Context: an optimization exercise on an open-source flow, tuned for small area, a short achievable clock period and few clock cycles. The choices shown serve that exercise and are no tape-out recipe. Function was checked by simulation only, so behaviour that the tests miss may differ from the original. Power figures rest on the tool's default switching activity, not on a simulated workload.

===== run.sh =====
#!/bin/bash
# synth_recipe.tcl (not shown) runs the flow's synth.tcl, then flattens the netlist and writes it again
# the make line also repeats each setting of config.mk as NAME=value (left out here)
make -C /OpenROAD-flow-scripts/flow DESIGN_CONFIG=/design/flow/config.mk WORK_HOME=/design/flow/orfs CLKGATE_MAP_FILE= SYNTH_SCRIPT=/design/flow/synth_recipe.tcl finish

===== config.mk =====
export PLATFORM = sky130hd
export DESIGN_NAME = emg_codec
export DESIGN_NICKNAME = emg_codec
export VERILOG_FILES = /design/flow/design.v
export SDC_FILE = /design/flow/constraint.sdc
export NUM_CORES = 4
export LEC_CHECK = 0
export CAP_MARGIN = 20
export CORE_MARGIN = 2
export CORE_UTILIZATION = 40
export SLEW_MARGIN = 20

===== constraint.sdc =====
create_clock -name core_clock -period 30.0 [get_ports {clk}]
set_input_delay 6.0000 -clock core_clock [delete_from_list [all_inputs] [get_ports {clk}]]
set_output_delay 6.0000 -clock core_clock [all_outputs]
set_load 0.01 [all_outputs]

===== design.v =====
module emg_codec (
    input  wire        clk,
    input  wire        rst,             
    input  wire        cmd_valid,
    output wire        cmd_ready,
    input  wire [31:0] cmd_word,
    input  wire [31:0] cmd_arg0,
    input  wire [31:0] cmd_arg1,
    input  wire [31:0] cmd_arg2,
    output reg         done,
    output wire [7:0]  err_code,
    output reg  [31:0] err_info,
    output reg  [2:0]  hdr_flags,       
    output reg  [31:0] crc_res,
    output wire [31:0] out_bits,
    output wire [31:0] out_bytes,
    output wire [31:0] payload_addr,
    output reg  [31:0] hdr_magic,
    output reg  [7:0]  hdr_version,
    output reg  [7:0]  hdr_scheme,
    output reg  [15:0] hdr_rsvd,
    output reg  [31:0] hdr_len,
    output reg  [31:0] hdr_crc,
    output reg         mem_en,
    output reg         mem_we,
    output reg  [13:0] mem_addr,        
    output reg  [3:0]  mem_wstrb,
    output reg  [31:0] mem_wdata,
    input  wire [31:0] mem_rdata
);
    localparam [31:0] MAGIC   = 32'h4D304D31;
    localparam [7:0]  VERSION = 8'h56;
    localparam [3:0] S_IDLE = 4'd0,
                     S_CHK  = 4'd1,
                     S_CRC  = 4'd2,
                     S_HRD  = 4'd3,
                     S_HCHK = 4'd4,
                     S_PEND = 4'd5,
                     S_ENC  = 4'd6,
                     S_DEC  = 4'd7,
                     S_FIN  = 4'd8;
    reg [3:0]  state;
    reg        is_bld, is_prs;      
    reg [16:0] ea;  reg ea_hi;      
    reg [20:0] en;  reg en_hi;      
    reg [16:0] eb;  reg eb_hi;      
    reg        eb_hi8;              
    reg [3:0]  err_c;
    reg [20:0] obits;
    reg [16:0] obytes;
    reg [16:0] paddr;
    reg [13:0] raddr;
    reg [14:0] rcnt;                
    reg        rv1, rv;             
    reg [31:0] rdat;
    reg [23:0] rcar;                
    reg [1:0]  rs;                  
    reg        rprime;              
    reg        cfirst;              
    reg [1:0]  cj;                  
    reg [13:0] waddr;
    reg [16:0] wend;                
    reg [1:0]  wd;                  
    reg        wfirst;
    reg [23:0] wcar;                
    reg [31:0] xw;                  
    reg        xv;                  
    reg        ycomp;               
    reg [2:0]  k3;                  
    reg [1:0]  lo;                  
    reg [1:0]  dr;                  
    reg [1:0]  dcnt;
    reg        dchk;                
    reg        ovl2;                
    reg        rdy;                 
    assign cmd_ready    = rdy;
    assign err_code     = {4'd0, err_c};
    assign out_bits     = {11'd0, obits};
    assign out_bytes    = {15'd0, obytes};
    assign payload_addr = {15'd0, paddr};
    function [31:0] crc_t32;
        input [31:0] v;
        begin
            crc_t32[0] = (v[0] ^ v[1] ^ v[2] ^ v[3] ^ v[4] ^ v[6] ^ v[7] ^ v[8] ^ v[16] ^ v[20] ^ v[22] ^ v[23] ^ v[26]);
            crc_t32[1] = (v[1] ^ v[2] ^ v[3] ^ v[4] ^ v[5] ^ v[7] ^ v[8] ^ v[9] ^ v[17] ^ v[21] ^ v[23] ^ v[24] ^ v[27]);
            crc_t32[2] = ~(v[0] ^ v[2] ^ v[3] ^ v[4] ^ v[5] ^ v[6] ^ v[8] ^ v[9] ^ v[10] ^ v[18] ^ v[22] ^ v[24] ^ v[25] ^ v[28]);
            crc_t32[3] = ~(v[1] ^ v[3] ^ v[4] ^ v[5] ^ v[6] ^ v[7] ^ v[9] ^ v[10] ^ v[11] ^ v[19] ^ v[23] ^ v[25] ^ v[26] ^ v[29]);
            crc_t32[4] = ~(v[2] ^ v[4] ^ v[5] ^ v[6] ^ v[7] ^ v[8] ^ v[10] ^ v[11] ^ v[12] ^ v[20] ^ v[24] ^ v[26] ^ v[27] ^ v[30]);
            crc_t32[5] = (v[0] ^ v[3] ^ v[5] ^ v[6] ^ v[7] ^ v[8] ^ v[9] ^ v[11] ^ v[12] ^ v[13] ^ v[21] ^ v[25] ^ v[27] ^ v[28] ^ v[31]);
            crc_t32[6] = (v[0] ^ v[2] ^ v[3] ^ v[9] ^ v[10] ^ v[12] ^ v[13] ^ v[14] ^ v[16] ^ v[20] ^ v[23] ^ v[28] ^ v[29]);
            crc_t32[7] = (v[1] ^ v[3] ^ v[4] ^ v[10] ^ v[11] ^ v[13] ^ v[14] ^ v[15] ^ v[17] ^ v[21] ^ v[24] ^ v[29] ^ v[30]);
            crc_t32[8] = ~(v[0] ^ v[2] ^ v[4] ^ v[5] ^ v[11] ^ v[12] ^ v[14] ^ v[15] ^ v[16] ^ v[18] ^ v[22] ^ v[25] ^ v[30] ^ v[31]);
            crc_t32[9] = ~(v[0] ^ v[2] ^ v[4] ^ v[5] ^ v[7] ^ v[8] ^ v[12] ^ v[13] ^ v[15] ^ v[17] ^ v[19] ^ v[20] ^ v[22] ^ v[31]);
            crc_t32[10] = ~(v[0] ^ v[2] ^ v[4] ^ v[5] ^ v[7] ^ v[9] ^ v[13] ^ v[14] ^ v[18] ^ v[21] ^ v[22] ^ v[26]);
            crc_t32[11] = ~(v[1] ^ v[3] ^ v[5] ^ v[6] ^ v[8] ^ v[10] ^ v[14] ^ v[15] ^ v[19] ^ v[22] ^ v[23] ^ v[27]);
            crc_t32[12] = ~(v[2] ^ v[4] ^ v[6] ^ v[7] ^ v[9] ^ v[11] ^ v[15] ^ v[16] ^ v[20] ^ v[23] ^ v[24] ^ v[28]);
            crc_t32[13] = (v[0] ^ v[3] ^ v[5] ^ v[7] ^ v[8] ^ v[10] ^ v[12] ^ v[16] ^ v[17] ^ v[21] ^ v[24] ^ v[25] ^ v[29]);
            crc_t32[14] = ~(v[0] ^ v[1] ^ v[4] ^ v[6] ^ v[8] ^ v[9] ^ v[11] ^ v[13] ^ v[17] ^ v[18] ^ v[22] ^ v[25] ^ v[26] ^ v[30]);
            crc_t32[15] = ~(v[1] ^ v[2] ^ v[5] ^ v[7] ^ v[9] ^ v[10] ^ v[12] ^ v[14] ^ v[18] ^ v[19] ^ v[23] ^ v[26] ^ v[27] ^ v[31]);
            crc_t32[16] = (v[1] ^ v[4] ^ v[7] ^ v[10] ^ v[11] ^ v[13] ^ v[15] ^ v[16] ^ v[19] ^ v[22] ^ v[23] ^ v[24] ^ v[26] ^ v[27] ^ v[28]);
            crc_t32[17] = (v[2] ^ v[5] ^ v[8] ^ v[11] ^ v[12] ^ v[14] ^ v[16] ^ v[17] ^ v[20] ^ v[23] ^ v[24] ^ v[25] ^ v[27] ^ v[28] ^ v[29]);
            crc_t32[18] = ~(v[0] ^ v[3] ^ v[6] ^ v[9] ^ v[12] ^ v[13] ^ v[15] ^ v[17] ^ v[18] ^ v[21] ^ v[24] ^ v[25] ^ v[26] ^ v[28] ^ v[29] ^ v[30]);
            crc_t32[19] = (v[0] ^ v[1] ^ v[4] ^ v[7] ^ v[10] ^ v[13] ^ v[14] ^ v[16] ^ v[18] ^ v[19] ^ v[22] ^ v[25] ^ v[26] ^ v[27] ^ v[29] ^ v[30] ^ v[31]);
            crc_t32[20] = (v[0] ^ v[3] ^ v[4] ^ v[5] ^ v[6] ^ v[7] ^ v[11] ^ v[14] ^ v[15] ^ v[16] ^ v[17] ^ v[19] ^ v[22] ^ v[27] ^ v[28] ^ v[30] ^ v[31]);
            crc_t32[21] = (v[0] ^ v[2] ^ v[3] ^ v[5] ^ v[12] ^ v[15] ^ v[17] ^ v[18] ^ v[22] ^ v[26] ^ v[28] ^ v[29] ^ v[31]);
            crc_t32[22] = ~(v[2] ^ v[7] ^ v[8] ^ v[13] ^ v[18] ^ v[19] ^ v[20] ^ v[22] ^ v[26] ^ v[27] ^ v[29] ^ v[30]);
            crc_t32[23] = (v[0] ^ v[3] ^ v[8] ^ v[9] ^ v[14] ^ v[19] ^ v[20] ^ v[21] ^ v[23] ^ v[27] ^ v[28] ^ v[30] ^ v[31]);
            crc_t32[24] = ~(v[2] ^ v[3] ^ v[6] ^ v[7] ^ v[8] ^ v[9] ^ v[10] ^ v[15] ^ v[16] ^ v[21] ^ v[23] ^ v[24] ^ v[26] ^ v[28] ^ v[29] ^ v[31]);
            crc_t32[25] = (v[1] ^ v[2] ^ v[6] ^ v[9] ^ v[10] ^ v[11] ^ v[17] ^ v[20] ^ v[23] ^ v[24] ^ v[25] ^ v[26] ^ v[27] ^ v[29] ^ v[30]);
            crc_t32[26] = (v[2] ^ v[3] ^ v[7] ^ v[10] ^ v[11] ^ v[12] ^ v[18] ^ v[21] ^ v[24] ^ v[25] ^ v[26] ^ v[27] ^ v[28] ^ v[30] ^ v[31]);
            crc_t32[27] = (v[0] ^ v[1] ^ v[2] ^ v[6] ^ v[7] ^ v[11] ^ v[12] ^ v[13] ^ v[16] ^ v[19] ^ v[20] ^ v[23] ^ v[25] ^ v[27] ^ v[28] ^ v[29] ^ v[31]);
            crc_t32[28] = (v[0] ^ v[4] ^ v[6] ^ v[12] ^ v[13] ^ v[14] ^ v[16] ^ v[17] ^ v[21] ^ v[22] ^ v[23] ^ v[24] ^ v[28] ^ v[29] ^ v[30]);
            crc_t32[29] = ~(v[0] ^ v[1] ^ v[5] ^ v[7] ^ v[13] ^ v[14] ^ v[15] ^ v[17] ^ v[18] ^ v[22] ^ v[23] ^ v[24] ^ v[25] ^ v[29] ^ v[30] ^ v[31]);
            crc_t32[30] = (v[3] ^ v[4] ^ v[7] ^ v[14] ^ v[15] ^ v[18] ^ v[19] ^ v[20] ^ v[22] ^ v[24] ^ v[25] ^ v[30] ^ v[31]);
            crc_t32[31] = (v[0] ^ v[1] ^ v[2] ^ v[3] ^ v[5] ^ v[6] ^ v[7] ^ v[15] ^ v[19] ^ v[21] ^ v[22] ^ v[25] ^ v[31]);
        end
    endfunction
    function integer sp;
        input integer k;
        begin
            sp = 8 * (k / 8) + 7 - (k % 8);
        end
    endfunction
    function [31:0] smask;
        input [20:0] r;
        integer k;
        begin
            for (k = 0; k < 32; k = k + 1)
                smask[sp(k)] = (r[20:5] != 16'd0) || (r[4:0] > k);
        end
    endfunction
    function [31:0] enc_word;
        input [31:0] x;
        input [1:0]  p;
        integer u;
        reg [31:0] o0, o1, o2;
        begin
            for (u = 0; u < 32; u = u + 1) begin
                o0[sp(u)] = x[sp(u / 3)];
                o1[sp(u)] = x[sp((32 + u) / 3)];
                o2[sp(u)] = x[sp((64 + u) / 3)];
            end
            enc_word = (p == 2'd0) ? o0 : (p == 2'd1) ? o1 : o2;
        end
    endfunction
    function maj3;
        input a, b, c;
        begin
            maj3 = (a & b) | (a & c) | (b & c);
        end
    endfunction
    function [6:0] div5;
        input [1:0] r_in;
        input [4:0] b;
        integer i;
        reg [2:0] r;
        reg [4:0] q;
        begin
            r = {1'b0, r_in};
            for (i = 4; i >= 0; i = i - 1) begin
                r = {r[1:0], b[i]};
                if (r >= 3'd3) begin
                    q[i] = 1'b1;
                    r = r - 3'd3;
                end else begin
                    q[i] = 1'b0;
                end
            end
            div5 = {r[1:0], q};
        end
    endfunction
    reg        op_nop, op_enc, op_dec, op_crc, op_bld, op_prs;
    wire       op_rep = op_enc || op_dec;
    wire       op_mem = op_rep || op_crc || op_bld || op_prs;
    wire st_chk = (state == S_CHK);
    wire st_enc = (state == S_ENC);
    wire st_dec = (state == S_DEC);
    wire st_crc = (state == S_CRC);
    wire st_hrd = (state == S_HRD);
    wire [16:0] ck_a   = st_chk ? ea : eb;
    wire [17:0] ck_b   = !st_chk ? en[20:3] : op_rep ? {1'b0, en[19:3]} : en[17:0];
    wire        ck_ci  = (!st_chk || op_rep) && (en[2:0] != 3'd0);
    wire [18:0] ck_s   = {2'b00, ck_a} + {1'b0, ck_b} + {18'd0, ck_ci};
    wire [16:0] ck_c   = st_chk ? eb : ea;
    wire        ck_gt  = (ck_s > {2'b00, ck_c});
    wire        ck_le  = (ck_s <= 19'd65536);
    wire        ck_leh = (ck_s <= 19'd65520);
    wire        n_sml  = !en_hi && en[19:18] == 2'd0;       
    wire [21:0] n3     = {1'b0, en} + {en, 1'b0};            
    wire [17:0] ea16   = {1'b0, ea} + 18'd16;
    wire [16:0] cb_len = st_chk ? en[16:0] : hdr_len[16:0];
    wire [1:0]  cb_j   = {cb_len[1] ^ cb_len[0], cb_len[0]};
    wire [5:0]  cb_off = ((st_chk && op_crc) ? 6'd0 : 6'd16) - {4'd0, cb_j};
    wire [15:0] cb_st  = ea[15:0] + {{10{cb_off[5]}}, cb_off};
    reg  [31:0] cb_init;
    always @(*) begin
        case (cb_j)
            2'd0: cb_init = 32'h00000000;
            2'd1: cb_init = 32'h0f6a7026;
            2'd2: cb_init = 32'h65e3626f;
            default: cb_init = 32'h5cd1d97e;
        endcase
    end
    reg [13:0] ss_word;
    reg [1:0]  ss_rs;
    reg [14:0] ss_base;             
    reg        ss_x;
    always @(*) begin
        if (!st_chk || op_crc || op_bld) begin
            ss_word = cb_st[15:2];
            ss_rs   = cb_st[1:0];
            ss_base = cb_len[16:2];
            ss_x    = (cb_len[1:0] != 2'd0);
        end else if (op_prs) begin
            ss_word = ea[15:2];
            ss_rs   = ea[1:0];
            ss_base = 15'd4;
            ss_x    = 1'b0;
        end else begin
            ss_word = ea[15:2];
            ss_rs   = ea[1:0];
            ss_base = en[19:5];
            ss_x    = (en[4:0] != 5'd0);
        end
    end
    wire        ss_p    = (ss_rs != 2'd0);
    wire        ss_any  = (ss_base != 15'd0) || ss_x;
    wire [14:0] ss_left = ss_base + {{14{!ss_x && !ss_p}}, !(ss_x ^ ss_p)};
    reg [31:0] sw;
    always @(*) begin
        case (rs)
            2'd0: sw = rdat;
            2'd1: sw = {rdat[7:0],  rcar[23:0]};
            2'd2: sw = {rdat[15:0], rcar[23:8]};
            default: sw = {rdat[23:0], rcar[23:16]};
        endcase
    end
    wire       rd_st1   = mem_en && !mem_we;
    wire       sv       = rv && !rprime;                      
    wire       pend0    = !(rd_st1 || rv1 || rv);
    wire       last_arr = sv && rcnt == 15'd0 && !rd_st1 && !rv1;
    wire [1:0] pendn    = {1'b0, rd_st1} + {1'b0, rv1} + {1'b0, rv};
    reg [31:0] cmask;
    always @(*) begin
        case (cfirst ? cj : 2'd0)
            2'd0: cmask = 32'hFFFFFFFF;
            2'd1: cmask = 32'hFFFFFF00;
            2'd2: cmask = 32'hFFFF0000;
            default: cmask = 32'hFF000000;
        endcase
    end
    wire [31:0] crc_nx = crc_t32(crc_res ^ (sw & cmask));
    reg [31:0] dec_v;               
    reg [31:0] dec_e;               
    integer t;
    always @(*) begin
        dec_v = 32'd0;
        dec_e = 32'd0;
        case (k3[1:0])
            2'd0: begin
                for (t = 0; t < 10; t = t + 1) begin
                    dec_v[sp(t)] = maj3(sw[sp(3*t)], sw[sp(3*t+1)], sw[sp(3*t+2)]);
                    dec_e[sp(t)] = 1'b1;
                end
            end
            2'd1: begin
                dec_v[sp(10)] = maj3(lo[1], lo[0], sw[sp(0)]);
                dec_e[sp(10)] = 1'b1;
                for (t = 11; t < 21; t = t + 1) begin
                    dec_v[sp(t)] = maj3(sw[sp(3*t-32)], sw[sp(3*t-31)], sw[sp(3*t-30)]);
                    dec_e[sp(t)] = 1'b1;
                end
            end
            default: begin
                dec_v[sp(21)] = maj3(lo[0], sw[sp(0)], sw[sp(1)]);
                dec_e[sp(21)] = 1'b1;
                for (t = 22; t < 32; t = t + 1) begin
                    dec_v[sp(t)] = maj3(sw[sp(3*t-64)], sw[sp(3*t-63)], sw[sp(3*t-62)]);
                    dec_e[sp(t)] = 1'b1;
                end
            end
        endcase
    end
    wire rc_nz  = (rcnt != 15'd0);
    wire enc_rd = st_enc && rc_nz &&
                  ((!xv && (pend0 || (pendn == 2'd1 && rprime))) ||
                   (xv && k3 == 3'd0 && pend0));
    wire enc_wr = st_enc && !dchk && !enc_rd && (xv || (!rc_nz && pend0));
    wire dec_wr = st_dec && !dchk && (ycomp || (!rc_nz && pend0));
    wire dec_rd = st_dec && rc_nz && !dec_wr;
    wire bld_wr = st_crc && is_bld && !rc_nz && (k3 < 3'd3 || pend0);
    wire rd_go  = enc_rd || dec_rd || (st_crc && rc_nz) || (st_hrd && rc_nz);
    wire wr_go  = enc_wr || dec_wr || bld_wr;
    wire [16:0] wend_m1 = wend - 17'd1;
    wire        wr_last = (waddr == wend_m1[15:2]);
    reg [31:0] ow;
    always @(*) begin
        if (st_enc)
            ow = enc_word(xw, k3[1:0]) & smask(en);
        else if (st_dec)
            ow = xw & smask(en);
        else begin
            case (k3)
                3'd0: ow = 32'h314D304D;                        
                3'd1: ow = 32'h00000156;                        
                3'd2: ow = {en[7:0], en[15:8], 7'd0, en[16], 8'd0};    
                default: ow = {crc_res[7:0], crc_res[15:8], crc_res[23:16], crc_res[31:24]};
            endcase
        end
    end
    reg [31:0] orot;
    always @(*) begin
        case (wd)
            2'd0: orot = ow;
            2'd1: orot = {ow[23:0], ow[31:24]};
            2'd2: orot = {ow[15:0], ow[31:16]};
            default: orot = {ow[7:0], ow[31:8]};
        endcase
    end
    wire [31:0] wdat;
    wire [3:0]  wstb;
    genvar gl;
    generate
        for (gl = 0; gl < 4; gl = gl + 1) begin : g_lane
            if (gl < 3) begin : g_c
                assign wdat[8*gl +: 8] = (gl < wd) ? wcar[8*gl +: 8] : orot[8*gl +: 8];
            end else begin : g_n
                assign wdat[31:24] = orot[31:24];
            end
            assign wstb[gl] = (!wr_last || gl <= wend_m1[1:0]) && !(wfirst && gl < wd);
        end
    endgenerate
    wire [6:0]  dstep = div5(st_chk ? 2'd0 : dr, en[19:15]);
    wire [17:0] en_nb = en[20:3] + {17'd0, en[2:0] != 3'd0};    
    always @(posedge clk) begin
        begin
            done <= 1'b0;
            rv1  <= rd_st1 && !rdy;
            rv   <= rv1 && !rdy;
            rdat <= mem_rdata;
            if (rv) begin
                rcar <= rdat[31:8];
                rprime <= 1'b0;
            end
            if (wr_go) begin
                mem_en    <= 1'b1;
                mem_we    <= 1'b1;
                mem_addr  <= waddr;
                mem_wstrb <= wstb;
                mem_wdata <= wdat;
                waddr     <= waddr + 14'd1;
                wfirst    <= 1'b0;
                wcar      <= orot[23:0];
                if (wr_last) begin
                    state <= S_FIN;
                    rcnt  <= 15'd0;
                end
            end else if (rd_go) begin
                mem_en   <= 1'b1;
                mem_we   <= 1'b0;
                mem_addr <= raddr + 14'd1;
                raddr    <= raddr + 14'd1;
                rcnt     <= rcnt - 15'd1;
            end else begin
                mem_en <= 1'b0;
                mem_we <= 1'b0;
            end
            case (state)
            S_IDLE: begin
                ea     <= cmd_arg0[16:0];
                ea_hi  <= (cmd_arg0[31:17] != 15'd0);
                en     <= {1'b0, cmd_arg1[19:0]};
                en_hi  <= (cmd_arg1[31:20] != 12'd0);
                eb     <= cmd_arg2[16:0];
                eb_hi  <= (cmd_arg2[31:17] != 15'd0);
                eb_hi8 <= (cmd_arg2[31:8] != 24'd0);
                op_nop <= (cmd_word == 32'h00);
                op_enc <= (cmd_word == 32'h10);
                op_dec <= (cmd_word == 32'h11);
                op_crc <= (cmd_word == 32'h20);
                op_bld <= (cmd_word == 32'h21);
                op_prs <= (cmd_word == 32'h22);
                if (cmd_valid) begin
                    rdy      <= 1'b0;
                    err_info <= cmd_word;
                    state    <= S_CHK;
                end
            end
            S_CHK: begin
                if (ss_any && op_mem) begin
                    mem_en   <= 1'b1;
                    mem_we   <= 1'b0;
                    mem_addr <= ss_word;
                end
                raddr   <= ss_word;
                rcnt    <= ss_any ? ss_left : 15'd0;
                rs      <= ss_rs;
                rprime  <= ss_p;
                cfirst  <= 1'b1;
                cj      <= cb_j;
                xv      <= 1'b0;
                ycomp   <= 1'b0;
                k3      <= 3'd0;
                wfirst  <= 1'b1;
                dchk    <= 1'b1;
                ovl2    <= ck_gt;
                dr      <= dstep[6:5];
                dcnt    <= 2'd3;
                is_bld  <= op_bld;
                is_prs  <= op_prs;
                waddr   <= op_bld ? ea[15:2] : eb[15:2];
                wd      <= op_bld ? ea[1:0] : eb[1:0];
                wend    <= ea16[16:0];
                hdr_flags <= 3'd0;
                err_c    <= 4'd0;
                err_info <= 32'd0;
                state    <= S_FIN;
                if (op_nop) begin
                end else if (op_rep) begin
                    if (op_dec && !en_hi && en[19:0] < 20'd3) begin
                        err_c    <= 4'd5;
                        err_info <= {11'd0, en};
                    end else if (ea_hi || en_hi || !ck_le) begin
                        err_c    <= 4'd2;
                    end else if (op_enc) begin
                        en    <= n3[20:0];
                        state <= S_ENC;
                    end else begin
                        en    <= {1'b0, en[14:0], dstep[4:0]};
                        state <= S_DEC;
                    end
                end else if (op_crc) begin
                    if (ea_hi || !n_sml || !ck_le) begin
                        err_c <= 4'd2;
                    end else begin
                        crc_res <= cb_init;
                        if (ss_any)
                            state <= S_CRC;
                    end
                end else if (op_bld) begin
                    if (eb_hi8) begin
                        err_c    <= 4'd4;
                        err_info <= 32'd2;
                    end else if (eb[7:0] != 8'h01) begin
                        err_c    <= 4'd10;
                        err_info <= {24'd0, eb[7:0]};
                    end else if (ea_hi || !n_sml || !ck_leh) begin
                        err_c    <= 4'd2;
                    end else begin
                        crc_res <= cb_init;
                        obits   <= 21'd0;
                        obytes  <= en[16:0] + 17'd16;
                        state   <= S_CRC;
                    end
                end else if (op_prs) begin
                    if (ea_hi || !n_sml || !ck_le) begin
                        err_c    <= 4'd2;
                    end else if (en[19:4] == 16'd0) begin
                        err_c    <= 4'd6;
                        err_info <= {11'd0, en};
                    end else begin
                        state <= S_HRD;
                    end
                end else begin
                    err_c    <= 4'd1;
                    err_info <= err_info;
                end
            end
            S_CRC: begin
                if (sv) begin
                    crc_res <= crc_nx;
                    cfirst  <= 1'b0;
                end
                if (bld_wr)
                    k3 <= k3 + 3'd1;
                if (last_arr && !is_bld) begin
                    if (is_prs) begin
                        state <= S_PEND;
                    end else begin
                        done  <= 1'b1;
                        rdy   <= 1'b1;
                        state <= S_IDLE;
                    end
                end
            end
            S_HRD: begin
                if (sv) begin
                    k3 <= k3 + 3'd1;
                    case (k3[1:0])
                        2'd0: hdr_magic <= {sw[7:0], sw[15:8], sw[23:16], sw[31:24]};
                        2'd1: begin
                            hdr_version <= sw[7:0];
                            hdr_scheme  <= sw[15:8];
                            hdr_rsvd    <= {sw[23:16], sw[31:24]};
                        end
                        2'd2: hdr_len <= {sw[7:0], sw[15:8], sw[23:16], sw[31:24]};
                        default: begin
                            hdr_crc <= {sw[7:0], sw[15:8], sw[23:16], sw[31:24]};
                            state   <= S_HCHK;
                        end
                    endcase
                end
            end
            S_HCHK: begin
                hdr_flags <= {hdr_rsvd != 16'd0, hdr_scheme != 8'h01, hdr_version != VERSION};
                if (ss_any) begin
                    mem_en   <= 1'b1;
                    mem_we   <= 1'b0;
                    mem_addr <= ss_word;
                end
                raddr  <= ss_word;
                rcnt   <= ss_any ? ss_left : 15'd0;
                rs     <= ss_rs;
                rprime <= ss_p;
                cfirst <= 1'b1;
                cj     <= cb_j;
                if (hdr_magic != MAGIC) begin
                    err_c    <= 4'd7;
                    err_info <= hdr_magic;
                    state    <= S_FIN;
                end else if (hdr_len[31:17] != 15'd0 ||
                             ({1'b0, hdr_len[16:0]} + 18'd16) > {1'b0, en[16:0]}) begin
                    err_c    <= 4'd8;
                    err_info <= hdr_len;
                    state    <= S_FIN;
                end else begin
                    crc_res <= cb_init;
                    state   <= ss_any ? S_CRC : S_PEND;
                end
            end
            S_PEND: begin
                if (crc_res != hdr_crc) begin
                    err_c    <= 4'd9;
                    err_info <= crc_res;
                end else begin
                    paddr  <= ea16[16:0];
                    obits  <= 21'd0;
                    obytes <= hdr_len[16:0];
                end
                done  <= 1'b1;
                rdy   <= 1'b1;
                state <= S_IDLE;
            end
            S_ENC, S_DEC: begin
                if (st_dec && dcnt != 2'd0) begin
                    en   <= {1'b0, en[14:0], dstep[4:0]};
                    dr   <= dstep[6:5];
                    dcnt <= dcnt - 2'd1;
                end else if (dchk) begin
                    dchk <= 1'b0;
                    if (eb_hi || !ck_le) begin
                        err_c    <= 4'd2;
                        err_info <= 32'd2;
                        state    <= S_FIN;
                    end else if (ck_gt && ovl2 && en != 21'd0) begin
                        err_c    <= 4'd3;
                        state    <= S_FIN;
                    end else begin
                        obits  <= en;
                        obytes <= en_nb[16:0];
                        wend   <= ck_s[16:0];
                        if (en == 21'd0)
                            state <= S_FIN;
                    end
                end
                if (wr_go)
                    en <= en - 21'd32;
                if (st_enc) begin
                    if (enc_wr && xv) begin
                        k3 <= k3 + 3'd1;
                        if (k3 == 3'd2)
                            xv <= 1'b0;
                    end
                    if (sv) begin
                        xw <= sw;
                        xv <= 1'b1;
                        k3 <= 3'd0;
                    end
                end else begin
                    if (dec_wr)
                        ycomp <= 1'b0;
                    if (sv) begin
                        xw <= (xw & ~dec_e) | dec_v;
                        if (k3[1:0] == 2'd0)
                            lo <= {sw[sp(30)], sw[sp(31)]};
                        else if (k3[1:0] == 2'd1)
                            lo[0] <= sw[sp(31)];
                        k3 <= (k3[1:0] == 2'd2) ? 3'd0 : k3 + 3'd1;
                        if (k3[1:0] == 2'd2 || last_arr)
                            ycomp <= 1'b1;
                    end
                end
            end
            S_FIN: begin
                if (pend0) begin
                    done  <= 1'b1;
                    rdy   <= 1'b1;
                    state <= S_IDLE;
                end
            end
            default: begin
                state <= S_IDLE;
                rdy   <= 1'b1;
            end
            endcase
            if (rst) begin
                state     <= S_IDLE;
                done      <= 1'b0;
                err_c     <= 4'd0;
                err_info  <= 32'd0;
                hdr_flags <= 3'd0;
                crc_res   <= 32'd0;
                obits     <= 21'd0;
                obytes    <= 17'd0;
                paddr     <= 17'd0;
                hdr_magic <= 32'd0;
                hdr_version <= 8'd0;
                hdr_scheme  <= 8'd0;
                hdr_rsvd  <= 16'd0;
                hdr_len   <= 32'd0;
                hdr_crc   <= 32'd0;
                mem_en    <= 1'b0;
                mem_we    <= 1'b0;
                rv1       <= 1'b0;
                rv        <= 1'b0;
                rdy       <= 1'b1;
            end
        end
    end
endmodule

==> results.yml, run 1 <==
status:
  run_status: "timing/DRC/antenna clean"
sta:
  rsz0062_at_grt: "false"
  tns_ps: 0
  period_share: 0.2846
  skew_ps: 36.54
  setup_viol: 0
  drv_slew: 0
  max_freq_mhz: 117.1
  relSlewSlack: 0.07497
  worstMarginPinSlew_ps: 1373
  period_minus_slack_ps: 8537
  finalHoldViolations: 0
final_layout:
  final_common_cell: "nor2_1"
  final_nets: 5065
  final_cell_mix: "548 x nor2_1, 469 x clkdlybuf4s50_1, 452 x nand2_1"
  area_growth_pct: 20.96
  fillers: 9066
  register_area_um2: 14120
  multi_input_area_um2: 22340
  final_layout_size_suffix_gt1_frac: 0.06751
pwr:
  pwr-share-comb: 0.341
  p_clk_frac: 0.324
  p_int_mw: 1.746
  netSwitchingFraction: 0.3589
  p_leak_nw: 17.01
  p_per_area_nw_per_um2: 58.95
  p_switching_mw: 0.9774
  vdd_drop_max_v: 0.00004911
  seqPwrFrac: 0.336
  power.total_mw: 2.723
setup_path:
  crit_fanout: 73
  cp.arrival_ps: 9100
  crit_path_end_kind: "register"
  crit_path_start_kind: "register"
  cp_data_required_time_ps: 30560
  worstSetupPathType: "register to register"
floorplan:
  io_pins: 516
  fp.coreArea_um2: 94870
  die_width_um: 313.0
  rows: 113
  fp.dieH_um: 313.0
  die_area_um2: 97960
  start_util: 0.4025
global_routing:
  grt.total_usage: 0.3405
  grt_max_degree: 92
  antenna_found_initial: 9
  grt_pass1_vias: 33871
  grt_pass1_wl_um: 244000
  grt_overflow: 0
yosys:
  syn-instance-count: 4409
  ys_seq_area_frac: 0.3698
  yosysUniqueCellTypes: 103
  syn_avg_cell_area_um2: 8.661
  yosysWarnings: 1
  synth_ff_type: "dfxtp_1"
  syn_area_um2: 38190
  synth_seq_cells: 574
  synth_edf_count: 263
  synthArstFlopShare: 0
drt:
  first_pass_iters: 9
  final_antenna_net_count: 0
  drt_iter0_drc: 4331
  dr_total_vias: 36342
  wl_per_cell_um: 28.50
  post_drt_via_cell_ratio: 5.992
  drc_errors: 0
  wirelength_um: 172800
cts:
  clockBufferDepth: 3
  post_cts_buffers: 0
  hold_buffers: 0
  cts_tree: "yes"
  htreeDepth: 3
  clock-sinks: 574
  path_clk_slew_ps: 60
  clk_latency_ps: 680
  cts_resized: 0
  clock-root-buffer: "clkbuf_16"
  cts_buffers: 69
placed_design:
  place.gp.congestion: 0.9935
  dp_hpwl_um: 129100
  portBuffers: 470
hold_path:
  hold_class: "register to register"
job:
  max_cap_viol_count: 0
[routing by layer]
| metal | vias to the layer above | part of all wire | track usage |
|---|---|---|---|
| met1 | 17497 | 0.40 | 0.4411 |
| met4 | 6 | 0.065 | 0.1883 |
| met3 | 504 | 0.090 | 0.07252 |
| met2 | 1930 | 0.44 | 0.5292 |
| met5 | - | 0.00020 | 0 |
| li1 | 16405 | - | - |
[synthesized netlist by cell type, drive strengths merged, types with 28 or more instances]
cell / instances / area, µm²
a22o: 32 / 280.3
inv: 103 / 386.6
xnor2: 307 / 2689
nor4: 69 / 471.7
a22oi: 41 / 312.8
xor2: 163 / 1435
a21o: 42 / 315.3
ha: 153 / 1914
mux4: 30 / 675.7
dfxtp: 311 / 6226
nor3: 167 / 840.8
nand4: 33 / 206.5
mux2i: 106 / 1061
buf: 100 / 643.1
a21oi: 335 / 1680
nor2: 550 / 2064
a211oi: 86 / 705.7
nand3: 86 / 430.4
clkbuf: 245 / 919.6
o21ai: 209 / 1050
nand2b: 44 / 275.3
edfxtp: 263 / 7898
nand2: 454 / 1704
and2: 28 / 175.2
a31oi: 32 / 200.2
[critical path, stage by stage (launching register included)]
cell and delay (ps):
dfxtp_2 310, buf_4 490, or4b_2 630, buf_4 270, inv_2 100, nand2_1 490
mux2i_1 390, fa_1 230, inv_1 50, fa_1 390, a21oi_1 280, a2bb2oi_1 530
a221oi_1 150, a211oi_1 580, inv_1 110, ha_1 330, a21o_1 160, a21oi_1 140
o21ai_0 110, nand3b_1 170, o21ai_0 430, o31ai_1 140, a21o_1 230, a2111oi_2 390
o211a_2 220, buf_4 580, nor2_1 110, a311oi_2 260
[final timing paths]
path | depth (start not counted) | startpoint | end | slack (ps)
setup / recovery | 27 | state[0] | obytes[5] | 21460
hold / removal | 0 | rdat[24] | rcar[16] | 430
setup reg to reg | 27 | state[0] | obytes[5] | 21460
hold reg to reg | 0 | rdat[24] | rcar[16] | 430
[sequential cells by signal, summed over array words and instances, names as in the netlist, 21 cells and up, named ones only]
register / cells
hdr_magic: 32
hdr_len: 32
mem_wdata: 32
err_info: 32
hdr_crc: 32
rdat: 32
obits: 21
wcar: 24
crc_res: 32
rcar: 24
en: 21
[cell families after synthesis]
group                      Yosys count  share of synthesized area
and+or+nand+nor                   1547                     0.1834
xor gates and xnor gates           470                     0.1080
buffers and inverters              451                    0.05134
muxes                              154                    0.05078
DFF                                574                     0.3698
other                                1                 0.00009820
adders and majority gates          185                    0.06009
AOI/OAI and AO/OA                 1027                     0.1764
[layout make-up]
| cell class | count | area share |
|---|---|---|
| Antenna cell | 1 | 0.00005418 |
| Clock buffer | 88 | 0.04071 |
| Clock inverter | 39 | 0.009860 |
| Inverter | 106 | 0.008614 |
| Multi-Input combinational cell | 3428 | 0.4835 |
| Sequential cell | 574 | 0.3058 |
| Tap cell | 1265 | 0.03427 |
| Timing Repair Buffer | 564 | 0.1172 |
[power by group through the flow]
stage	Combinational, mW	Sequential (mW)	Clock, mW
2_1_floorplan	0.627	0.909	0
3_3_place_gp	0.912	0.928	0
3_5_place_dp	0.907	0.928	0
4_1_cts	0.912	0.912	0.892
5_1_grt	0.992	0.915	0.922
6_report	0.928	0.914	0.881
[stage by stage]
stage	hold slack, ps	instances	worst slack (ps)	cell area [µm²]	utilization
2_1_floorplan	403.6	4453	22590	38350	-
3_3_place_gp	409.3	5934	21460	43820	0.4619
3_5_place_dp	411.8	5934	21470	43820	0.4619
4_1_cts	426.0	6061	21620	46150	0.4865
5_1_grt	435.7	6064	20810	46190	0.4869
6_report	427.2	6065	21460	46190	0.4869
Testbench counts, summed over its fixed seeds: cycles 28,095.
==> run 2: changes to the inputs <==
==> flow/run.sh (new file) <==
#!/bin/bash
# The standard ORFS layout (the standard.sh, unchanged synthesis), with two
# changes in how the layout is made:
#  - the port buffers that buffer_ports inserts are sky130_fd_sc_hd__buf_2
#    (its default pick is the clkdlybuf4s50_1 delay cell);
#  - repair_timing (after placement, CTS and global routing) aims at a setup
#    slack of 22.5 ns against the design's 30 ns clock, so it sizes the
#    longest paths instead of stopping at 0 ns.
# The SDC, clock period, floorplan, power grid and CTS are the standard flow's.
set -euo pipefail
cd "$(dirname "$0")/.."
bash standard.sh "BUFFER_PORTS_ARGS=-buffer_cell sky130_fd_sc_hd__buf_2" \
    SETUP_SLACK_MARGIN=22.5 finish > flow_make.log 2>&1
==> standard.sh (new file) <==
#!/bin/bash
# synth_recipe.tcl (not shown) runs the flow's synth.tcl, then flattens the netlist and writes it again
# the make line also repeats each setting of config.mk as NAME=value (left out here)
make -C /OpenROAD-flow-scripts/flow DESIGN_CONFIG=/design/flow/config.mk WORK_HOME=/design/flow/orfs CLKGATE_MAP_FILE= SYNTH_SCRIPT=/design/flow/synth_recipe.tcl "${@:-finish}"
removed: run.sh
==> run 2 against run 1 <==
Still clean. Power fell by 2.3%. Clock skew decreased by 2.8 ps. Clock power decreased by 3.6%. Utilization shrank 2.4 points. Register-to-register slack improved by 1400 ps. Design area decreased by 5.0%. Worst setup slack better by 1000 ps. Global-route usage down 1.2 points. Sequential cell count unchanged. Sequential share of layout area grew 1.7 points. Synthesized area unchanged. Largest cell class unchanged. Highest routed layer unchanged.
==> results.yml, run 2 <==
cts:
  cts_tree: "yes"
  clk_latency_ps: 670
  path_clk_slew_ps: 60
  htreeDepth: 3
  hold_buffers: 0
  clock-root-buffer: "clkbuf_16"
  cts_buffers: 69
  clock-sinks: 574
  clockBufferDepth: 3
setup_path:
  crit_fanout: 6
  crit_path_start: "crc_res[21]"
  crit_slowest_cell: "dfxtp_2"
  ff2ff_setup_slack_ps: 22870
  crit_path_end_kind: "output port"
  worstSetupPathType: "register to output port"
  crit_path_start_kind: "register"
  cp_slowest_stage_delay_ps: 600
  crit_buf_inv: 1
  cp.arrival_ps: 1490
  cp_data_required_time_ps: 24000
  cp_top_family: "flip-flops"
  path_cells: "buf_2"
  timing.rr.start: "state[3]"
yosys:
  synthTopCellsByArea: "edfxtp_1 21%, dfxtp_1 16%, xnor2_1 7.0%"
  synth_top_family_by_area: "simple AND/OR/NAND/NOR gates"
  synth_edf_count: 263
  synth_fa_ha_area_frac: 0.06009
  syn-instance-count: 4409
  syn_avg_cell_area_um2: 8.661
  yosysMostFrequentCell: "nor2_1"
  synth_compound_area_frac: 0.1764
  yosysTopAreaCell: "edfxtp_1"
  yosys.area_share.simple: 0.1834
  synth_seq_cells: 574
  synthMuxAreaShare: 0.05078
  ys_seq_area_frac: 0.3698
  yosysUniqueCellTypes: 103
  synth_ff_type: "dfxtp_1"
  yosysWarnings: 1
  synthArstFlopShare: 0
  syn_area_um2: 38190
  synth_common_cells: "550 x nor2_1, 454 x nand2_1, 334 x a21oi_1"
  synth-xor-area-share: 0.1080
  yosysTopAreaCellShare: 0.2068
global_routing:
  antenna_found_initial: 8
  grt.total_usage: 0.3281
  grt_use_met3: 0.06881
  grt_busiest_layer: "met2"
  use_met1: 0.4235
  grt_pass1_vias: 33820
  grt_pass1_wl_um: 237000
  grtUsageMet2: 0.5037
  grt_max_degree: 95
  grt_overflow: 0
placed_design:
  place.gp.congestion: 1.048
  dp_hpwl_um: 124200
  placed_area_um2: 41470
  portBuffers: 470
sta:
  rsz0062_at_grt: "false"
  skew_ps: 33.72
  max_freq_mhz: 133.5
  period_share: 0.2496
  finalHoldViolations: 0
  drv_slew: 0
  period_minus_slack_ps: 7489
  relSlewSlack: 0.07398
  tns_ps: 0
  setup_viol: 0
  worstMarginPinSlew_ps: 1377
pwr:
  vdd_drop_max_v: 0.00005357
  p_leak_nw: 17.55
  p_per_area_nw_per_um2: 60.63
floorplan:
  die_width_um: 313.0
  start_util: 0.4025
  fp.dieH_um: 313.0
  fp.coreArea_um2: 94870
  rows: 113
  die_area_um2: 97960
  io_pins: 516
drt:
  first_pass_iters: 9
  wl_per_cell_um: 27.49
  drc_errors: 0
  post_drt_via_cell_ratio: 6.027
  final_antenna_net_count: 0
  wirelength_um: 166800
  drt_iter0_drc: 4601
  dr_total_vias: 36571
final_layout:
  area_growth_pct: 14.96
  register_area_um2: 14160
  final_nets: 5062
  final_common_cell: "nor2_1"
  fin_area_um2: 43900
  fillers: 9384
  final_layout_size_suffix_gt1_frac: 0.1722
  final_cell_mix: "548 x nor2_1, 469 x buf_2, 451 x nand2_1"
  multi_input_area_um2: 22370
status:
  run_status: "timing/DRC/antenna clean"
hold_path:
  hold_class: "register to register"
  hp-start: "rdat[26]"
job:
  max_cap_viol_count: 0
[run 2: cell count changes in the layout (fill, tap and decap cells not counted), sizes merged]
cell,change
bufinv,-6
clkinv,-2
clkdlybuf4s50,-469
diode,+6
inv,+4
buf,+467
clkinvlp,-1
clkbuf,+4
[run 2: cell families after synthesis]
group                      Yosys count
and+or+nand+nor                   1547
DFF                                574
AOI/OAI and AO/OA                 1027
xor gates and xnor gates           470
buffers and inverters              451
muxes                              154
adders and majority gates          185
other                                1
[run 2: routing by layer]
layer	vias up	wire length (µm)
met5	-	60
met4	10	11990
met3	544	16500
met2	2212	72340
met1	17390	65900
li1	16415	-
[run 2: area by class of cell]
cell class,instances,area share
Clock buffer,93,0.04515
Clock inverter,34,0.006498
Inverter,106,0.009149
Antenna cell,7,0.0003990
Tap cell,1265,0.03605
Sequential cell,574,0.3226
Multi-Input combinational cell,3428,0.5096
Timing Repair Buffer,561,0.07051
[run 2: where the power goes]
part / total (mW) / internal, mW / switching (mW)
Clock: 0.849 / 0.480 / 0.369
Sequential: 0.911 / 0.861 / 0.0497
Combinational: 0.902 / 0.349 / 0.553
Total: 2.66 / 1.69 / 0.972
[run 2: worst paths after layout]
kind | endpoint | cells past startpoint
hold reg to reg | rcar[18] | 0
setup reg to reg | wend[6] | 22
setup / recovery | crc_res[21] | 1
hold / removal | rcar[18] | 0
[run 2: through the flow]
| step | power, mW | worst slack, ps | utilization | hold slack [ps] | cells |
|---|---|---|---|---|---|
| 6_report | 2.662 | 22510 | 0.4627 | 426.7 | 6068 |
| 2_1_floorplan | 1.536 | 22590 | - | 403.6 | 4453 |
| 3_3_place_gp | 1.803 | 21530 | 0.4368 | 415.0 | 5930 |
| 3_5_place_dp | 1.802 | 21520 | 0.4371 | 412.8 | 5931 |
| 4_1_cts | 2.651 | 22510 | 0.4617 | 427.1 | 6058 |
| 5_1_grt | 2.765 | 22500 | 0.4626 | 440.8 | 6061 |
[run 2: what timing repair did]
item	4_1_cts	5_1_grt
buffers inserted	0	2
pin swaps	0	0
setup endpoints to repair	190	163
hold endpoints to repair	0	0
resized for setup	34	14
==> run 3: changes to the inputs <==
--- a/design.v
+++ b/design.v
@@ -40,7 +40,6 @@
                      S_DEC  = 4'd7,
                      S_FIN  = 4'd8;
     reg [3:0]  state;
-    reg        is_bld, is_prs;      
     reg [16:0] ea;  reg ea_hi;      
     reg [20:0] en;  reg en_hi;      
     reg [16:0] eb;  reg eb_hi;      
@@ -51,8 +50,9 @@
     reg [16:0] paddr;
     reg [13:0] raddr;
     reg [14:0] rcnt;                
-    reg        rv1, rv;             
-    reg [31:0] rdat;
+    reg        rv1;                 
+    reg        svr;                 
+    reg [31:0] swr;
     reg [23:0] rcar;                
     reg [1:0]  rs;                  
     reg        rprime;              
@@ -229,17 +229,18 @@
     reg [31:0] sw;
     always @(*) begin
         case (rs)
-            2'd0: sw = rdat;
-            2'd1: sw = {rdat[7:0],  rcar[23:0]};
-            2'd2: sw = {rdat[15:0], rcar[23:8]};
-            default: sw = {rdat[23:0], rcar[23:16]};
+            2'd0: sw = mem_rdata;
+            2'd1: sw = {mem_rdata[7:0],  rcar[23:0]};
+            2'd2: sw = {mem_rdata[15:0], rcar[23:8]};
+            default: sw = {mem_rdata[23:0], rcar[23:16]};
         endcase
     end
     wire       rd_st1   = mem_en && !mem_we;
-    wire       sv       = rv && !rprime;                      
-    wire       pend0    = !(rd_st1 || rv1 || rv);
-    wire       last_arr = sv && rcnt == 15'd0 && !rd_st1 && !rv1;
-    wire [1:0] pendn    = {1'b0, rd_st1} + {1'b0, rv1} + {1'b0, rv};
+    wire       sv       = rv1 && !rprime;
+    wire       pend0e   = !(rd_st1 || rv1);
+    wire       pend0    = pend0e && !svr;
+    wire       last_arr = sv && rcnt == 15'd0 && !rd_st1;
+    wire       last_crc = svr && rcnt == 15'd0 && !rd_st1 && !rv1;
     reg [31:0] cmask;
     always @(*) begin
         case (cfirst ? cj : 2'd0)
@@ -249,7 +250,7 @@
             default: cmask = 32'hFF000000;
         endcase
     end
-    wire [31:0] crc_nx = crc_t32(crc_res ^ (sw & cmask));
+    wire [31:0] crc_nx = crc_t32(crc_res ^ (swr & cmask));
     reg [31:0] dec_v;               
     reg [31:0] dec_e;               
     integer t;
@@ -283,12 +284,12 @@
     end
     wire rc_nz  = (rcnt != 15'd0);
     wire enc_rd = st_enc && rc_nz &&
-                  ((!xv && (pend0 || (pendn == 2'd1 && rprime))) ||
-                   (xv && k3 == 3'd0 && pend0));
-    wire enc_wr = st_enc && !dchk && !enc_rd && (xv || (!rc_nz && pend0));
-    wire dec_wr = st_dec && !dchk && (ycomp || (!rc_nz && pend0));
+                  ((!xv && (pend0e || (rd_st1 && !rv1 && rprime))) ||
+                   (xv && k3 == 3'd1 && pend0e));
+    wire enc_wr = st_enc && !dchk && !enc_rd && (xv || (!rc_nz && pend0e));
+    wire dec_wr = st_dec && !dchk && (ycomp || (!rc_nz && pend0e));
     wire dec_rd = st_dec && rc_nz && !dec_wr;
-    wire bld_wr = st_crc && is_bld && !rc_nz && (k3 < 3'd3 || pend0);
+    wire bld_wr = st_crc && op_bld && !rc_nz && (k3 < 3'd3 || pend0);
     wire rd_go  = enc_rd || dec_rd || (st_crc && rc_nz) || (st_hrd && rc_nz);
     wire wr_go  = enc_wr || dec_wr || bld_wr;
     wire [16:0] wend_m1 = wend - 17'd1;
@@ -336,18 +337,18 @@
         begin
             done <= 1'b0;
             rv1  <= rd_st1 && !rdy;
-            rv   <= rv1 && !rdy;
-            rdat <= mem_rdata;
-            if (rv) begin
-                rcar <= rdat[31:8];
+            svr  <= sv && !rdy;
+            swr  <= sw;
+            if (rv1) begin
+                rcar <= mem_rdata[31:8];
                 rprime <= 1'b0;
             end
+            mem_wstrb <= wstb;
+            mem_wdata <= wdat;
+            mem_addr  <= wr_go ? waddr : (raddr + 14'd1);
             if (wr_go) begin
                 mem_en    <= 1'b1;
                 mem_we    <= 1'b1;
-                mem_addr  <= waddr;
-                mem_wstrb <= wstb;
-                mem_wdata <= wdat;
                 waddr     <= waddr + 14'd1;
                 wfirst    <= 1'b0;
                 wcar      <= orot[23:0];
@@ -358,7 +359,6 @@
             end else if (rd_go) begin
                 mem_en   <= 1'b1;
                 mem_we   <= 1'b0;
-                mem_addr <= raddr + 14'd1;
                 raddr    <= raddr + 14'd1;
                 rcnt     <= rcnt - 15'd1;
             end else begin
@@ -406,8 +406,6 @@
                 ovl2    <= ck_gt;
                 dr      <= dstep[6:5];
                 dcnt    <= 2'd3;
-                is_bld  <= op_bld;
-                is_prs  <= op_prs;
                 waddr   <= op_bld ? ea[15:2] : eb[15:2];
                 wd      <= op_bld ? ea[1:0] : eb[1:0];
                 wend    <= ea16[16:0];
@@ -467,14 +465,14 @@
                 end
             end
             S_CRC: begin
-                if (sv) begin
+                if (svr) begin
                     crc_res <= crc_nx;
                     cfirst  <= 1'b0;
                 end
                 if (bld_wr)
                     k3 <= k3 + 3'd1;
-                if (last_arr && !is_bld) begin
-                    if (is_prs) begin
+                if (last_crc && !op_bld) begin
+                    if (op_prs) begin
                         state <= S_PEND;
                     end else begin
                         done  <= 1'b1;
@@ -622,7 +620,7 @@
                 mem_en    <= 1'b0;
                 mem_we    <= 1'b0;
                 rv1       <= 1'b0;
-                rv        <= 1'b0;
+                svr       <= 1'b0;
                 rdy       <= 1'b1;
             end
         end
==> flow/run.sh (replaced) <==
#!/bin/bash
# The standard ORFS layout (the standard.sh, unchanged synthesis), with two
# changes in how the layout is made:
#  - the port buffers that buffer_ports inserts are sky130_fd_sc_hd__buf_1
#    (its default pick is the larger and slower clkdlybuf4s50_1 delay cell);
set -euo pipefail
cd "$(dirname "$0")/.."
bash standard.sh "BUFFER_PORTS_ARGS=-buffer_cell sky130_fd_sc_hd__buf_1" \
    SETUP_SLACK_MARGIN=22.5 finish > flow_make.log 2>&1
--- a/config.mk
+++ b/config.mk
@@ -7,5 +7,5 @@
 export LEC_CHECK = 0
 export CAP_MARGIN = 20
 export CORE_MARGIN = 2
-export CORE_UTILIZATION = 40
+export CORE_UTILIZATION = 65
 export SLEW_MARGIN = 20
==> run 3 against run 2 <==
Sequential share of layout area rose by 0.073 points. Global-route usage rose by 18 points. Fmax fell by 0.63%. Utilization rose by 27 points. Clock skew fell by 7.4 ps. Sequential cell count fell by 2. Critical path type unchanged. Highest routed layer unchanged.
==> results.yml, run 3 <==
placed_design:
  placed_area_um2: 40420
  place_inst: 5491
  dp_hpwl_um: 115200
  portBuffers: 470
  post-place-ws_ps: 21700
  place.gp.congestion: 1.094
sta:
  period_share: 0.2512
  finalHoldViolations: 0
  relSlewSlack: 0.2305
  drv_slew: 0
  tns_ps: 0
  period_minus_slack_ps: 7536
  hold_slack_ps: 448.0
  setup_viol: 0
  skew_ps: 26.33
  worst_slack_ps: 22460
  worstMarginPinSlew_ps: 1145
  rsz0062_at_grt: "false"
  max_freq_mhz: 132.7
pwr:
  p_leak_nw: 16.18
  power.total_mw: 2.944
  p_per_area_nw_per_um2: 69.26
  vdd_drop_max_v: 0.00005158
setup_path:
  crit_buf_inv: 1
  cp_top_family: "flip-flops"
  crit_slowest_cell: "dfxtp_2"
  cp_data_required_time_ps: 24000
  worstSetupPathType: "register to output port"
  path_cells: "buf_1"
  cp.arrival_ps: 1540
  crit_path_start_kind: "register"
  cp_slowest_stage_delay_ps: 660
  crit_fanout: 8
  ff2ff_setup_slack_ps: 22840
  crit_path_end_kind: "output port"
yosys:
  yosysWarnings: 1
  synth_ff_type: "dfxtp_1"
  synthTopCellsByArea: "dfxtp_1 18%, edfxtp_1 18%, xnor2_1 7.0%"
  synth_common_cells: "588 x nor2_1, 375 x nand2_1, 347 x dfxtp_1"
  syn-instance-count: 4473
  yosysTopAreaCellShare: 0.1814
  syn_avg_cell_area_um2: 8.561
  ys_seq_area_frac: 0.3579
  synth_seq_cells: 572
  yosysUniqueCellTypes: 90
  synth_edf_count: 225
  syn_area_um2: 38290
  yosysTopAreaCell: "dfxtp_1"
  synthArstFlopShare: 0
  yosysMostFrequentCell: "nor2_1"
floorplan:
  fp.coreArea_um2: 57920
  fp.dieH_um: 246.7
  start_util: 0.6612
  rows: 88
  die_area_um2: 60870
  die_width_um: 246.7
  io_pins: 516
drt:
  first_pass_iters: 11
  drc_errors: 0
  post_drt_via_cell_ratio: 6.907
  dr_total_vias: 38751
  wl_per_cell_um: 28.35
  wirelength_um: 159100
  drt_iter0_drc: 6094
  final_antenna_net_count: 0
final_layout:
  fin_util: 0.7339
  instances_no_fill: 5610
  final_nets: 5113
  area_growth_pct: 11.00
  fin_area_um2: 42500
  final_cell_mix: "583 x nor2_1, 469 x buf_1, 369 x nand2_1"
  final_layout_size_suffix_gt1_frac: 0.06948
  final_common_cell: "nor2_1"
global_routing:
  grt_overflow: 0
  grt_pass1_vias: 35950
  antenna_found_initial: 18
  grt.total_usage: 0.5074
  grt_max_degree: 87
  grt_pass1_wl_um: 229200
cts:
  clk_latency_ps: 660
  cts_tree: "yes"
  clock-root-buffer: "clkbuf_16"
  clockBufferDepth: 3
  path_clk_slew_ps: 60
  post_cts_buffers: 0
  hold_buffers: 0
  cts_buffers: 58
  htreeDepth: 2
  clock-sinks: 572
status:
  run_status: "timing/DRC/antenna clean"
job:
  max_cap_viol_count: 0
hold_path:
  hold_class: "register to register"
-- run 3: final timing paths --
path                     from            end  cells past startpoint
hold reg to reg      wcar[10]  mem_wdata[10]                      2
setup / recovery  hdr_len[14]    hdr_len[14]                      1
hold / removal       wcar[10]  mem_wdata[10]                      2
setup reg to reg        en[2]      obytes[2]                     22
-- run 3: cells by family (layout without fill, tap and decap cells) --
group	Yosys count	after routing	share of synthesized area
multiplexers	207	207	0.06731
other	1	54	0.00009793
adder cells (fa/ha/maj)	191	191	0.06163
flip-flops	572	572	0.3579
AND/OR/NAND/NOR	1604	1604	0.1946
buffers and inverters	454	773	0.05009
XOR/XNOR	455	455	0.1041
AO/OA/AOI/OAI	989	989	0.1644
-- run 3: cell type report --
type	instances	area, µm²
multi-input combinational	3491	22960
fill	4424	15410
sequential	572	13740
timing repair buffer	563	2489
clock buffer	84	1713
tap	765	957.2
inverter	100	375.4
clock inverter	26	245.2
antenna	9	22.52
-- run 3: report_power, final --
group | switching (mW) | internal, mW | total [mW] | leakage, nW
Clock | 0.343 | 0.419 | 0.761 | 0.972
Sequential | 0.0753 | 0.866 | 0.941 | 4.97
Combinational | 0.775 | 0.466 | 1.24 | 10.2
-- run 3: routing by layer --
metal,share of wire,global-route usage
met4,0.090,0.3629
met1,0.34,0.6284
met2,0.41,0.7378
met5,0.0010,0.007353
met3,0.15,0.1721
-- run 3: what timing repair did --
action	in CTS	in global routing
pin swaps	0	0
cloned	0	0
gates resized for setup	31	14
endpoints found under the setup margin	117	129
Testbench counts of run 3, summed over its fixed seeds: cycles 27,877.
==> run 4: changes to the inputs <==
--- a/config.mk
+++ b/config.mk
@@ -7,5 +7,5 @@
 export LEC_CHECK = 0
 export CAP_MARGIN = 20
 export CORE_MARGIN = 2
-export CORE_UTILIZATION = 65
+export CORE_UTILIZATION = 40
 export SLEW_MARGIN = 20
==> run 4 against run 3 <==
Synthesized area did not move. First-iteration DRC count fell by 17%. Critical endpoint is now hdr_len[16]. Still clean on timing, DRC and antenna. Global-route usage fell by 17 points. Sequential power fell by 2%.
==> results.yml, run 4 <==
status:
  run_status: "timing/DRC/antenna clean"
cts:
  clockBufferDepth: 3
  post_cts_buffers: 0
  cts_tree: "yes"
  clock-root-buffer: "clkbuf_16"
  clk_latency_ps: 660
  clock-sinks: 572
  cts_buffers: 68
  path_clk_slew_ps: 60
  htreeDepth: 3
  hold_buffers: 0
yosys:
  synth_seq_cells: 572
  synth_common_cells: "588 x nor2_1, 375 x nand2_1, 347 x dfxtp_1"
  synth_edf_count: 225
  yosysWarnings: 1
  synth_ff_type: "dfxtp_1"
  syn-instance-count: 4473
  yosysTopAreaCellShare: 0.1814
  yosysTopAreaCell: "dfxtp_1"
  syn_area_um2: 38290
  ys_seq_area_frac: 0.3579
  syn_avg_cell_area_um2: 8.561
  yosysUniqueCellTypes: 90
  synthTopCellsByArea: "dfxtp_1 18%, edfxtp_1 18%, xnor2_1 7.0%"
  yosysMostFrequentCell: "nor2_1"
  synthArstFlopShare: 0
final_layout:
  final_common_cell: "nor2_1"
  final_nets: 5142
  fin_util: 0.4605
  fillers: 9390
  instances_no_fill: 6146
  final_cell_mix: "584 x nor2_1, 467 x buf_1, 372 x nand2_1"
  area_growth_pct: 14.10
  final_layout_size_suffix_gt1_frac: 0.07473
hold_path:
  hold_depth: 2
  hold_class: "register to register"
  holdPathEnd: "err_info[18]"
  hp-start: "err_info[18]"
drt:
  final_antenna_net_count: 0
  wl_per_cell_um: 28.35
  post_drt_via_cell_ratio: 6.124
  first_pass_iters: 9
  dr_total_vias: 37636
  wirelength_um: 174300
  drt_iter0_drc: 5054
  drc_errors: 0
sta:
  skew_ps: 47.64
  setup_viol: 0
  worstMarginPinSlew_ps: 1153
  finalHoldViolations: 0
  drv_slew: 0
  relSlewSlack: 0.2230
  period_share: 0.2513
  max_freq_mhz: 132.7
  tns_ps: 0
  period_minus_slack_ps: 7538
  rsz0062_at_grt: "false"
floorplan:
  die_width_um: 313.4
  die_area_um2: 98220
  start_util: 0.4036
  io_pins: 516
  fp.dieH_um: 313.4
  rows: 113
  fp.coreArea_um2: 94870
setup_path:
  cp_slowest_stage_delay_ps: 670
  crit_slowest_cell: "dfxtp_1"
  path_cells: "buf_1"
  crit_fanout: 4
  timing.rr.start: "state[1]"
  cp_top_family: "flip-flops"
  crit_buf_inv: 1
  ff2ff_setup_slack_ps: 22840
  crit_path_end_kind: "output port"
  r2r-end: "obytes[16]"
  cp.arrival_ps: 1540
  rr_worst_depth: 24
  cp_data_required_time_ps: 24000
  worstSetupPathType: "register to output port"
  crit_path_start_kind: "register"
placed_design:
  place.gp.congestion: 1.021
  dp_hpwl_um: 129200
  portBuffers: 470
  place_inst: 6010
pwr:
  vdd_drop_max_v: 0.00003725
  power.total_mw: 3.063
  p_leak_nw: 16.44
  p_per_area_nw_per_um2: 70.11
global_routing:
  grt.total_usage: 0.3405
  grt_pass1_vias: 34316
  grt_max_degree: 196
  grt_pass1_wl_um: 246200
  antenna_found_initial: 12
  grt_overflow: 0
job:
  max_cap_viol_count: 0
## run 4: changes by cell type in the layout (fill, tap and decap cells not counted), sizes merged
cell      delta
bufinv       +1
clkinv       +7
diode        +1
inv          -8
clkinvlp     +2
buf         +19
clkbuf      +14
## run 4: routing by layer
layer / vias up / part of all wire / GRT usage / wire, µm
li1: 16602 / - / - / -
met1: 17949 / 0.39 / 0.4500 / 67300
met2: 2553 / 0.43 / 0.5144 / 74890
met3: 526 / 0.12 / 0.07778 / 20920
met4: 6 / 0.064 / 0.1882 / 11110
met5: - / 0.00022 / 0 / 39
## run 4: layout make-up
class                           count  area, µm²  area share
Antenna cell                       10      25.02   0.0005727
Clock buffer                       98       1979     0.04530
Clock inverter                     28      357.8    0.008190
Inverter                          100      375.4    0.008591
Multi-Input combinational cell   3491      22970      0.5257
Sequential cell                   572      13750      0.3146
Tap cell                         1265       1583     0.03623
Timing Repair Buffer              582       2655     0.06077
## run 4: what timing repair did
action	in CTS	in global routing
setup endpoints to repair	71	71
resized for setup	39	17
cloned	0	0
## run 4: logic make-up (layout without fill, tap and decap cells)
kind of cell	count (synthesis)	after routing	synth area share
mux	207	207	0.06731
flops	572	572	0.3579
compound gates	989	989	0.1644
other cells	1	55	0.00009793
buf+inv	454	808	0.05009
fa+ha+maj	191	191	0.06163
xor+xnor	455	455	0.1041
simple gates	1604	1604	0.1946
## run 4: metrics by stage
step,hold WS (ps),instance area [µm²],setup WS [ps]
floorplan,384.9,38460,22510
global placement,428.4,41190,21860
detailed placement,430.2,41190,21820
CTS,449.1,43590,22370
global route,457.5,43680,22500
finish,446.2,43690,22460
## run 4: how the worst max path moves through the flow
stage | start | to | slack (ps) | depth (start not counted)
floorplan | cmd_valid | err_info[18] | 22510 | 9
global placement | cmd_valid | err_info[13] | 21860 | 10
detailed placement | cmd_valid | err_info[10] | 21820 | 10
CTS | hdr_len[10] | hdr_len[10] | 22370 | 1
global route | state[1] | obytes[16] | 22500 | 23
finish | hdr_len[16] | hdr_len[16] | 22460 | 1
## run 4: where the power goes
part	switching [mW]	internal [mW]
logic	0.801	0.473
clock network	0.372	0.495
registers	0.0571	0.866

[what the ideal ports hide]
How much do the figures lean on ideal ports? The routed layouts below were timed once more, with nothing changed but the port constraints. Step 1 assumes that a clkbuf_16 drives the clock port and a buf_2 every other input. Step 2 moves the port delays by t, midway between the first and last clock arrival at a register: inputs arrive t later, outputs are due t later. That takes back most of the time a late clock gives input paths. a / b / c = no drivers / after step 1 / after step 2; a / b = the first two.
| run | t (ns) | slack for setup (ns) | clock arrival spread, ns |
|---|---|---|---|
| run 1 | 0.732 | 21.463 / 21.463 / 21.328 | 0.037 / 0.037 |
| run 2 | 0.726 | 22.511 / 22.436 / 21.934 | 0.036 / 0.035 |
| run 3 | 0.719 | 22.464 / 22.395 / 22.004 | 0.026 / 0.026 |
| run 4 | 0.716 | 22.462 / 22.382 / 21.944 | 0.047 / 0.048 |
After both steps setup and hold are still met in every run listed. For run 2, which loses most, drivers alone change the setup slack by -0.075 ns; drivers and shift together by -0.577 ns.
